Source: an optimization exercise on an open RTL-to-GDS flow (aim: small area, a short achievable clock period and few clock cycles). Production flows keep margins and buffers that such runs may drop.
Function was checked by simulation only, so behaviour that the tests miss may differ from the original.

==> v35: inputs <==
==> flow/design.v (excerpt) <==
module frame_extractor (
    input  wire        clk,
    input  wire        rst,             
    input  wire        in_valid,
    output wire        in_ready,
    input  wire [31:0] in_data,
    output reg         out_valid,
    input  wire        out_ready,
    output reg         out_last,
    output reg  [4:0]  out_info,        
    output reg  [31:0] out_stored,
    output reg  [31:0] out_calc,
    output reg  [7:0]  out_type,
    output reg  [31:0] out_length,
    output wire [31:0] out_data_start,
    output reg  [31:0] out_data_end,
    output wire [31:0] out_vlq_count
);
make LEC_CHECK=0 CAP_MARGIN=20 CORE_MARGIN=2 CORE_UTILIZATION=60 CTS_BUF_LIST=sky130_fd_sc_hd__clkbuf_8 SETUP_SLACK_MARGIN=3.8 SLEW_MARGIN=20 SYNTH_MEMORY_MAX_BITS=16384 finish   # period 7.0 ns
run.sh (not shown) runs the stock make flow with config.mk's settings and CLKGATE_MAP_FILE= SYNTH_SCRIPT=/design/flow/synth_recipe.tcl, a recipe that flattens the netlist after the stock synthesis.
==> v1: changes against v35 <==
--- a/flow/design.v
+++ b/flow/design.v
@@ -229,11 +229,10 @@
     reg        trunc_r;
     reg [9:0]  fs_ds;           
     reg        fin_cont;        
     reg [1:0]  tq;              
     reg        first;           
-    reg        fcross;          
     reg [8:0]  pr;              
     reg [31:0] pa;              
     reg        pa_v, pa_first;
     reg [1:0]  pa_tq;
     reg [31:0] crc;
@@ -321,11 +320,11 @@
     reg  [1:0] nsh;
     always @(*) begin
         case (xs)
             X_HDR:   nsh = lft7 ? 2'd2 : 2'd0;
             X_VLQ:   nsh = {1'b0, lft0 && (p[1:0] == 2'd3)};
-            X_PAY:   nsh = first ? {1'b0, fcross} : 2'd1;
+            X_PAY:   nsh = (first && tq != 2'd0) ? {1'b0, ({1'b0, p[1:0]} + {1'b0, tq}) >= 3'd4} : 2'd1;
             default: nsh = 2'd0;
         endcase
     end
     wire [1:0] nshift   = step ? nsh : 2'd0;
     wire [8:0] p_adv    = p + {5'd0, adv};
@@ -348,14 +347,10 @@
     wire [2:0] space    = restart ? 3'd5 : (3'd5 - held);
     wire [1:0] n_issue  = !can_rd ? 2'd0 :
                           take_go ? (written1 ? 2'd2 : 2'd1) :
                           (avail1 && space >= 3'd2) ? 2'd2 :
                           (avail0 && space != 3'd0) ? 2'd1 : 2'd0;
-    wire [7:0] wg_b     = wgap + {7'd0, byt_d};
-    wire [7:0] rd_wgap  = n_issue[1] ? (wg_b - 8'd2) : n_issue[0] ? (wg_b - 8'd1) : wg_b;
-    wire [7:0] rd_ra    = n_issue[1] ? (ra + 8'd2) : n_issue[0] ? (ra + 8'd1) : ra;
-    wire [7:0] rd_rleft = n_issue[1] ? (rleft - 8'd2) : n_issue[0] ? (rleft - 8'd1) : rleft;
     wire [4:0] ie = ra[5:1] + {4'd0, ra[0]};
     wire [31:0] rdE = memE[ie];
     wire [31:0] rdO = memO[ra[5:1]];
     wire       pv_dir  = !pv_have || (pv_front >= rec_left);
     wire [8:0] pv_drop = pv_dir ? rec_left : pv_front;
@@ -511,14 +506,14 @@
                 endcase
             end
             cnt   <= cnt_n;
             rv0   <= (n_issue != 2'd0);
             rv1   <= n_issue[1];
-            ra    <= rd_ra;
-            wgap  <= rd_wgap;
+            ra    <= ra + {6'd0, n_issue};
+            wgap  <= wgap - {6'd0, n_issue} + {7'd0, byt_d};
             byt_d <= acc_byt;
-            rleft <= rd_rleft;
+            rleft <= rleft - {6'd0, n_issue};
             if (step) begin
                 p    <= p_adv;
                 left <= left_adv;
                 lq   <= gtf(left_adv);
                 o    <= o_adv;
@@ -529,12 +524,10 @@
                         stored       <= {lft2 ? V2 : 8'd0, lft3 ? V3 : 8'd0,
                                          lft4 ? B4 : 8'd0, lft5 ? B5 : 8'd0};
                         ftype        <= lft6 ? B6 : 8'd0;
                         ovf          <= 1'b0;
                         tq           <= hdr_pay[1:0];
-                        fcross       <= (hdr_pay[1:0] == 2'd0) ||
-                                        (({1'b0, p[1:0]} + {1'b0, hdr_pay[1:0]}) >= 3'd4);
                         first        <= 1'b1;
                         pr           <= hdr_pay;
                         if (hdr_mism) begin
                             xs <= X_MISM;
                         end else if (!lft7) begin
@@ -573,12 +566,10 @@
                     end
                     X_SETUP: begin
                         fs_ds    <= {1'b0, p};
                         trunc_r  <= !s_le;
                         tq       <= s_pay[1:0];
-                        fcross   <= (s_pay[1:0] == 2'd0) ||
-                                    (({1'b0, p[1:0]} + {1'b0, s_pay[1:0]}) >= 3'd4);
                         first    <= 1'b1;
                         pr       <= s_pay;
                         fin_cont <= 1'b1;
                         xs       <= (s_pay == 9'd0) ? X_FIN0 : X_PAY;
                     end
Settings changed: CTS_BUF_LIST sky130_fd_sc_hd__clkbuf_8 to sky130_fd_sc_hd__clkbuf_4, SETUP_SLACK_MARGIN 3.8 to 3.5.
==> v31: changes against v35 <==
--- a/flow/design.v
+++ b/flow/design.v
@@ -208,16 +208,14 @@
     reg        drop_is_rem_q;
     reg [8:0]  h_drop_q;
     reg [8:0]  rem_drop_q;
     reg [8:0]  p;               
     reg [9:0]  left;            
-    reg [7:0]  lq;              
     reg [31:0] w0, w1, w2, w3, w4;
     reg [2:0]  cnt;             
     reg [7:0]  ra;              
     reg [7:0]  wgap;            
-    reg        byt_d;           
     reg [7:0]  rleft;           
     reg [31:0] rq0, rq1;        
     reg        rv0, rv1;
     reg [8:0]  fstart;          
     reg [8:0]  o;               
@@ -229,11 +227,10 @@
     reg        trunc_r;
     reg [9:0]  fs_ds;           
     reg        fin_cont;        
     reg [1:0]  tq;              
     reg        first;           
-    reg        fcross;          
     reg [8:0]  pr;              
     reg [31:0] pa;              
     reg        pa_v, pa_first;
     reg [1:0]  pa_tq;
     reg [31:0] crc;
@@ -263,25 +260,18 @@
     wire [95:0] wtrip = {w2, w1, w0};
     wire [63:0] B     = wtrip >> {p[1:0], 3'b000};
     wire [31:0] V     = B[31:0];
     wire [7:0]  V0 = B[7:0],   V1 = B[15:8],  V2 = B[23:16], V3 = B[31:24];
     wire [7:0]  B4 = B[39:32], B5 = B[47:40], B6 = B[55:48], B7 = B[63:56];
-    function [7:0] gtf(input [9:0] x);
-        integer i;
-        begin
-            for (i = 0; i < 8; i = i + 1)
-                gtf[i] = !x[9] && (x[8:0] > i);
-        end
-    endfunction
-    wire        lft0 = lq[0];
-    wire        lft1 = lq[1];
-    wire        lft2 = lq[2];
-    wire        lft3 = lq[3];
-    wire        lft4 = lq[4];
-    wire        lft5 = lq[5];
-    wire        lft6 = lq[6];
-    wire        lft7 = lq[7];
+    wire        lft0 = !left[9] && (left[8:0] > 9'd0);
+    wire        lft1 = !left[9] && (left[8:0] > 9'd1);
+    wire        lft2 = !left[9] && (left[8:0] > 9'd2);
+    wire        lft3 = !left[9] && (left[8:0] > 9'd3);
+    wire        lft4 = !left[9] && (left[8:0] > 9'd4);
+    wire        lft5 = !left[9] && (left[8:0] > 9'd5);
+    wire        lft6 = !left[9] && (left[8:0] > 9'd6);
+    wire        lft7 = !left[9] && (left[8:0] > 9'd7);
     wire        hdr_mism  = !lft1 || (V0 != 8'h44) || (V1 != 8'h00);
     wire [9:0]  n8        = left - 10'd8;          
     wire        hdr_le    = (n8[8:7] != 2'd0) || (B7[6:0] <= n8[6:0]);
     wire [8:0]  hdr_pay   = hdr_le ? {2'b00, B7[6:0]} : n8[8:0];
     wire        hdr_pay0  = (B7[6:0] == 7'd0) || (n8 == 10'd0);
@@ -321,11 +311,11 @@
     reg  [1:0] nsh;
     always @(*) begin
         case (xs)
             X_HDR:   nsh = lft7 ? 2'd2 : 2'd0;
             X_VLQ:   nsh = {1'b0, lft0 && (p[1:0] == 2'd3)};
-            X_PAY:   nsh = first ? {1'b0, fcross} : 2'd1;
+            X_PAY:   nsh = (first && tq != 2'd0) ? {1'b0, ({1'b0, p[1:0]} + {1'b0, tq}) >= 3'd4} : 2'd1;
             default: nsh = 2'd0;
         endcase
     end
     wire [1:0] nshift   = step ? nsh : 2'd0;
     wire [8:0] p_adv    = p + {5'd0, adv};
@@ -348,37 +338,31 @@
     wire [2:0] space    = restart ? 3'd5 : (3'd5 - held);
     wire [1:0] n_issue  = !can_rd ? 2'd0 :
                           take_go ? (written1 ? 2'd2 : 2'd1) :
                           (avail1 && space >= 3'd2) ? 2'd2 :
                           (avail0 && space != 3'd0) ? 2'd1 : 2'd0;
-    wire [7:0] wg_b     = wgap + {7'd0, byt_d};
-    wire [7:0] rd_wgap  = n_issue[1] ? (wg_b - 8'd2) : n_issue[0] ? (wg_b - 8'd1) : wg_b;
-    wire [7:0] rd_ra    = n_issue[1] ? (ra + 8'd2) : n_issue[0] ? (ra + 8'd1) : ra;
-    wire [7:0] rd_rleft = n_issue[1] ? (rleft - 8'd2) : n_issue[0] ? (rleft - 8'd1) : rleft;
     wire [4:0] ie = ra[5:1] + {4'd0, ra[0]};
     wire [31:0] rdE = memE[ie];
     wire [31:0] rdO = memO[ra[5:1]];
     wire       pv_dir  = !pv_have || (pv_front >= rec_left);
     wire [8:0] pv_drop = pv_dir ? rec_left : pv_front;
     task automatic jump(input [8:0] tgt, input [8:0] tleft, input [6:0] nw);
         begin
             p      <= tgt;
             left   <= {1'b0, tleft};
-            lq     <= gtf({1'b0, tleft});
             cnt    <= 3'd0;
             rv0    <= 1'b0;
             rv1    <= 1'b0;
             ra     <= bbase + {1'b0, tgt[8:2]};
-            wgap   <= wacc - bbase - {1'b0, tgt[8:2]};
+            wgap   <= (wacc - bbase - {1'b0, tgt[8:2]}) + {7'd0, acc_byt};
             rleft  <= {1'b0, nw} - {1'b0, tgt[8:2]};
         end
     endtask
     task automatic jump_pre(input [8:0] tgt, input [8:0] tleft);
         begin
             p    <= tgt;
             left <= {1'b0, tleft};
-            lq   <= gtf({1'b0, tleft});
             cnt  <= 3'd0;
         end
     endtask
     task automatic consume_run;
         begin
@@ -435,11 +419,10 @@
             pa_v        <= 1'b0;
             hc1         <= 1'b1;
             hc2         <= 1'b1;
             hc3         <= 1'b1;
             dq1         <= 1'b0;
-            byt_d       <= 1'b0;
             pre_d       <= 1'b0;
             bbase       <= 8'd0;
             rbase       <= 6'd0;
             rnext       <= 6'd0;
             rel_ptr     <= 8'd0;
@@ -511,30 +494,26 @@
                 endcase
             end
             cnt   <= cnt_n;
             rv0   <= (n_issue != 2'd0);
             rv1   <= n_issue[1];
-            ra    <= rd_ra;
-            wgap  <= rd_wgap;
-            byt_d <= acc_byt;
-            rleft <= rd_rleft;
+            ra    <= ra + {6'd0, n_issue};
+            wgap  <= (wgap - {6'd0, n_issue}) + {7'd0, acc_byt};
+            rleft <= rleft - {6'd0, n_issue};
             if (step) begin
                 p    <= p_adv;
                 left <= left_adv;
-                lq   <= gtf(left_adv);
                 o    <= o_adv;
                 case (xs)
                     X_HDR: begin
                         fstart       <= p;
                         o            <= 9'd8;
                         stored       <= {lft2 ? V2 : 8'd0, lft3 ? V3 : 8'd0,
                                          lft4 ? B4 : 8'd0, lft5 ? B5 : 8'd0};
                         ftype        <= lft6 ? B6 : 8'd0;
                         ovf          <= 1'b0;
                         tq           <= hdr_pay[1:0];
-                        fcross       <= (hdr_pay[1:0] == 2'd0) ||
-                                        (({1'b0, p[1:0]} + {1'b0, hdr_pay[1:0]}) >= 3'd4);
                         first        <= 1'b1;
                         pr           <= hdr_pay;
                         if (hdr_mism) begin
                             xs <= X_MISM;
                         end else if (!lft7) begin
@@ -573,12 +552,10 @@
                     end
                     X_SETUP: begin
                         fs_ds    <= {1'b0, p};
                         trunc_r  <= !s_le;
                         tq       <= s_pay[1:0];
-                        fcross   <= (s_pay[1:0] == 2'd0) ||
-                                    (({1'b0, p[1:0]} + {1'b0, s_pay[1:0]}) >= 3'd4);
                         first    <= 1'b1;
                         pr       <= s_pay;
                         fin_cont <= 1'b1;
                         xs       <= (s_pay == 9'd0) ? X_FIN0 : X_PAY;
                     end
@@ -691,15 +668,15 @@
                 end
             end
             idle_d <= (xs == X_IDLE) && !(take && pend_L != 9'd0);
             if (pre_mism) begin
                 ra    <= ra_pre;
-                wgap  <= wacc - bbase - {1'b0, h_drop_q[8:2]};
+                wgap  <= (wacc - bbase - {1'b0, h_drop_q[8:2]}) + {7'd0, acc_byt};
                 rleft <= {1'b0, nwords} - {1'b0, h_drop_q[8:2]};
             end
             if (xs == X_IDLE && !(take && pend_L != 9'd0)) begin
                 ra   <= bbase;
-                wgap <= wacc - bbase;
+                wgap <= (wacc - bbase) + {7'd0, acc_byt};
             end
         end
     end
 endmodule
Settings changed: CORE_UTILIZATION 60 to 40, CTS_BUF_LIST sky130_fd_sc_hd__clkbuf_8 to default, SETUP_SLACK_MARGIN 3.8 to 3.5.
==> comparison table <==
metric                                                            v1            v31            v35
Proportion of cell area occupied by registers                  57.1%          56.2%          56.1%
Proportion of cell area occupied by multi-input gates          28.8%          28.2%          29.3%
Clock latency on the worst-skew pair                         1500 ps         970 ps        1140 ps
Worst endpoint required time                                 8080 ps        7700 ps        7930 ps
Synthesized-area fraction occupied by adder cells              2.24%          2.33%          2.14%
Met3 Use GR                                                    6.29%          3.46%          6.43%
Worst hold slack                                              301 ps         435 ps         418 ps
FFs & Latches                                                  3,196          3,187          3,197
Outcome                                     timing/DRC/antenna clean  timing/DRC/antenna clean  timing/DRC/antenna clean
Post-synthesis instance area                           142,000 sq um  141,000 sq um  142,000 sq um
Final non-filler cell total                                    13.7k          14.5k          13.5k
Multi-In Gates                                                 4,897          5,005          5,082
Max Fclk                                                   0.257 GHz      0.252 GHz      0.262 GHz
Compound-gate portion of the synthesized area                  5.60%          5.45%          5.36%
Testbench counts of v35, summed over its fixed seeds: cycles 20,120.
Testbench counts of v1, summed over its fixed seeds: cycles 20,120.
Testbench counts of v31, summed over its fixed seeds: cycles 20,105.

-- separate check: timing with driven ports --
The results above use ideal ports. As a check the final layouts listed here were re-extracted and re-timed, cells and wires unchanged. Step 1 sets driving cells, clkbuf_16 on the clock port and buf_2 on the other inputs (assumed; they add their load-dependent delay and slew). Step 2 adds t to the input delays and takes it off the output delays; t is the mean of the earliest and latest rising clock arrival at the registers after step 1. Input paths then give back, and output paths get back, about the clock's delay inside the block. a / b / c = no drivers / after step 1 / after step 2; a / b = the first two.
run	t (ns)	setup WS [ns]	worst setup path at the end	pins driven straight from the clock port
v35	1.177	3.188 / 3.188 / 2.801	input to register	1
v1	1.492	3.116 / 3.116 / 2.135	input to register	1
v31	1.042	3.036 / 3.036 / 2.296	input to register	1
After both steps setup and hold are still met in every run listed. For v1, which loses most, drivers alone change the setup slack by 0.000 ns; drivers and shift together by -0.981 ns.
